This is an optimization exercise on Yosys and OpenROAD, whose aim is small area, not a production implementation. Only simulation tests tie the RTL to the original design; equivalence was not proved. Power and IR drop assume default switching activity.

== run 1 ==
Design owc, start of the top module:
module owc (
    input  wire        clk,
    input  wire        rst_n,
    input  wire        host_req,
    input  wire        host_we,
    input  wire [6:0]  host_addr,
    input  wire [1:0]  host_size,
    input  wire [31:0] host_wdata,
    output reg  [31:0] host_rdata,
    output wire        host_err,
    output reg         ow_oe,
    input  wire        ow_in,
    output wire        irq
);
    localparam [2:0] RC_OK = 3'd0, RC_DNF = 3'd1, RC_BADPARAM = 3'd2,
                     RC_OPERR = 3'd3, RC_ILLEGAL = 3'd4;
    reg [15:0] cmd_q;           
    reg        cmd_v;
    reg        busy;
    reg        done;
    reg [2:0]  result;
    reg        present;
    reg        ready;
    reg        ovr;
    reg        ie;
    reg [7:0]  rxdata;          
    reg        rx_v;
    reg [71:0] dsr;             
    reg [12:0] traw;            
    reg [9:0]  volt;
    reg [10:0] curr;
    reg [7:0]  cap;
  ...
Size in the first run: ~170 flip-flops, ~81 I/O pins, about 0.0085 mm2 of cells after synthesis.
Settings: LEC_CHECK=0, CAP_MARGIN=20, CORE_MARGIN=2, CORE_UTILIZATION=65, PLACE_DENSITY=0.75, SLEW_MARGIN=20; clock period 125.0 ns.
standard.sh (not shown) runs the stock make flow with config.mk's settings and CLKGATE_MAP_FILE= SYNTH_SCRIPT=/design/flow/synth_recipe.tcl, a recipe that flattens the netlist after the stock synthesis.
==> flow/flow/run.sh <==
#!/bin/bash
# Own layout flow: the standard ORFS flow (standard.sh) with these changes.
#  1. Synthesis maps the logic with an area-oriented ABC script (abc_area.script
#     here, used through a copy of the ORFS scripts folder) and buffers
#     pass-through outputs with the smallest buffer, without the adder cell
#     mapping (ADDER_MAP_FILE empty); everything else about
#     synthesis (synth_recipe.tcl, flatten, renaming) is the standard one.
#  2. Port buffers use the smallest buffer cell.
#  3. Clock tree synthesis uses clkbuf_8 and no dummy loads.
# Each step's full output goes to a log file in this folder.
set -euo pipefail
W=$PWD
rm -rf "$W/scripts_area"
cp -r "$FLOW_HOME/scripts" "$W/scripts_area"
cp "$W/flow/abc_area.script" "$W/scripts_area/abc_area.script"

bash standard.sh synth SCRIPTS_DIR="$W/scripts_area" ABC_AREA=1 \
  MIN_BUF_CELL_AND_PORTS="sky130_fd_sc_hd__buf_1 A X" ADDER_MAP_FILE= > "$W/synth.log" 2>&1

bash standard.sh finish \
  BUFFER_PORTS_ARGS="-buffer_cell sky130_fd_sc_hd__buf_1" \
  CTS_ARGS="-sink_clustering_enable -repair_clock_nets -dont_use_dummy_load -buf_list sky130_fd_sc_hd__clkbuf_8" \
  > "$W/layout.log" 2>&1
==> flow/flow/abc_area.script <==
strash
balance -l
resub -K 6 -l
rewrite -l
resub -K 6 -N 2 -l
refactor -l
resub -K 8 -l
balance -l
resub -K 8 -N 2 -l
rewrite -l
resub -K 10 -l
rewrite -z -l
resub -K 10 -N 2 -l
balance -l
resub -K 12 -l
refactor -z -l
resub -K 12 -N 2 -l
rewrite -z -l
balance -l
balance -l
resub -K 6 -l
rewrite -l
resub -K 6 -N 2 -l
refactor -l
resub -K 8 -l
balance -l
resub -K 8 -N 2 -l
rewrite -l
resub -K 10 -l
rewrite -z -l
resub -K 10 -N 2 -l
balance -l
resub -K 12 -l
refactor -z -l
resub -K 12 -N 2 -l
rewrite -z -l
balance -l
&get -n
&dch -f
&nf -p -F 8 -R 1000 -E 50
&put
Setup changes, run 1 to run 2
-- flow/design.v --
<<< run 1, line 209
    wire byte_end = busy && end_ev && !a_rst && ((bitn == 3'd7) || rbit);
    wire step_inc = (busy && end_ev && a_rst && !rst_fail) || byte_end;
    wire wr_temp = (fin_ok && (op == 8'h25)) || (fin_bad && (op == 8'h40));
    wire wr_volt = (fin_ok && (op == 8'h24)) || (fin_bad && (op == 8'h41));
    wire wr_curr = (fin_ok && (op == 8'h26)) || (fin_bad && (op == 8'h42));
    wire wr_cap  = (fin_ok && (op == 8'h27)) || (fin_bad && (op == 8'h43));
    wire [9:0]  cm = {dsr[49:48], dsr[47:40]};
    wire        cneg = (dsr[55:50] != 6'd0);
>>> run 2, line 209
    wire byte_end = busy && end_ev && !a_rst && ((bitn == 3'd7) || rbit);
    wire step_inc = (busy && end_ev && a_rst && !rst_fail) || byte_end;
    wire wr_temp = busy && ((op == 8'h25) || (op == 8'h40));
    wire wr_volt = busy && ((op == 8'h24) || (op == 8'h41));
    wire wr_curr = busy && ((op == 8'h26) || (op == 8'h42));
    wire wr_cap  = busy && ((op == 8'h27) || (op == 8'h43));
    wire wr_rdy  = busy && (op >= 8'h22) && (op <= 8'h25);
    wire [9:0]  cm = {dsr[49:48], dsr[47:40]};
    wire        cneg = (dsr[55:50] != 6'd0);
<<< run 1, line 273
                endcase
            end
            if (fin_ok && (op2x && (op[2:1] == 2'b01 || op[2:1] == 2'b10)))
                ready <= ~busy_bit;
            if (wr_temp) temp_v <= 1'b1;
>>> run 2, line 274
                endcase
            end
            if (wr_rdy)
                ready <= ~busy_bit;
            if (wr_temp) temp_v <= 1'b1;
Notes after the runs:
Run 2: PASS, flow complete, no timing, DRC or antenna violations. Most heavily used metal layer in global routing = met2: run 2; most heavily used metal layer in global routing = met1: run 1. Comparing run 1 with run 2, the layout sequential cell count came out essentially unchanged. Delta (run 2 minus run 1): upper clock frequency limit moved down, sum of internal, switching and leakage power moved up. On via count of the first global-routing pass: between run 2 and run 1, it ends up higher for run 2. In run 2 the power share of the combinational group turned out 0.4 points higher than in run 1. Setup WNS run 1 -> run 2: worse. Status: global-route usage parity (run 1, run 2). The final reports for run 2 and run 1 show mean area per synthesized cell lower in the former.

re-timing with driven ports:
Ports are ideal in the flow. The routed layouts listed here were re-timed in OpenROAD.
Step 1: set_driving_cell puts a clkbuf_16 on clk and a buf_2 on each other input, an assumption about the parent block.
Step 2 adds t to the input delays and takes it off the output delays; t is the mean of the earliest and latest rising clock arrival at the registers after step 1. Input paths then give back, and output paths get back, about the clock's delay inside the block.
Slacks: ideal ports / drivers / drivers and shift; pairs: ideal ports / drivers.
run | t (ns) | slack for setup (ns) | latest minus earliest clock arrival (ns) | worst slew at a driven data input, ns
run 1 | 0.488 | 72.429 / 72.382 / 72.382 | 0.031 / 0.030 | 0.04
run 2 | 0.497 | 72.131 / 72.101 / 72.101 | 0.030 / 0.030 | 0.04
After both steps every run listed still meets setup and hold. For run 1, which loses most, drivers alone change the setup slack by -0.047 ns; drivers and shift together by -0.047 ns.
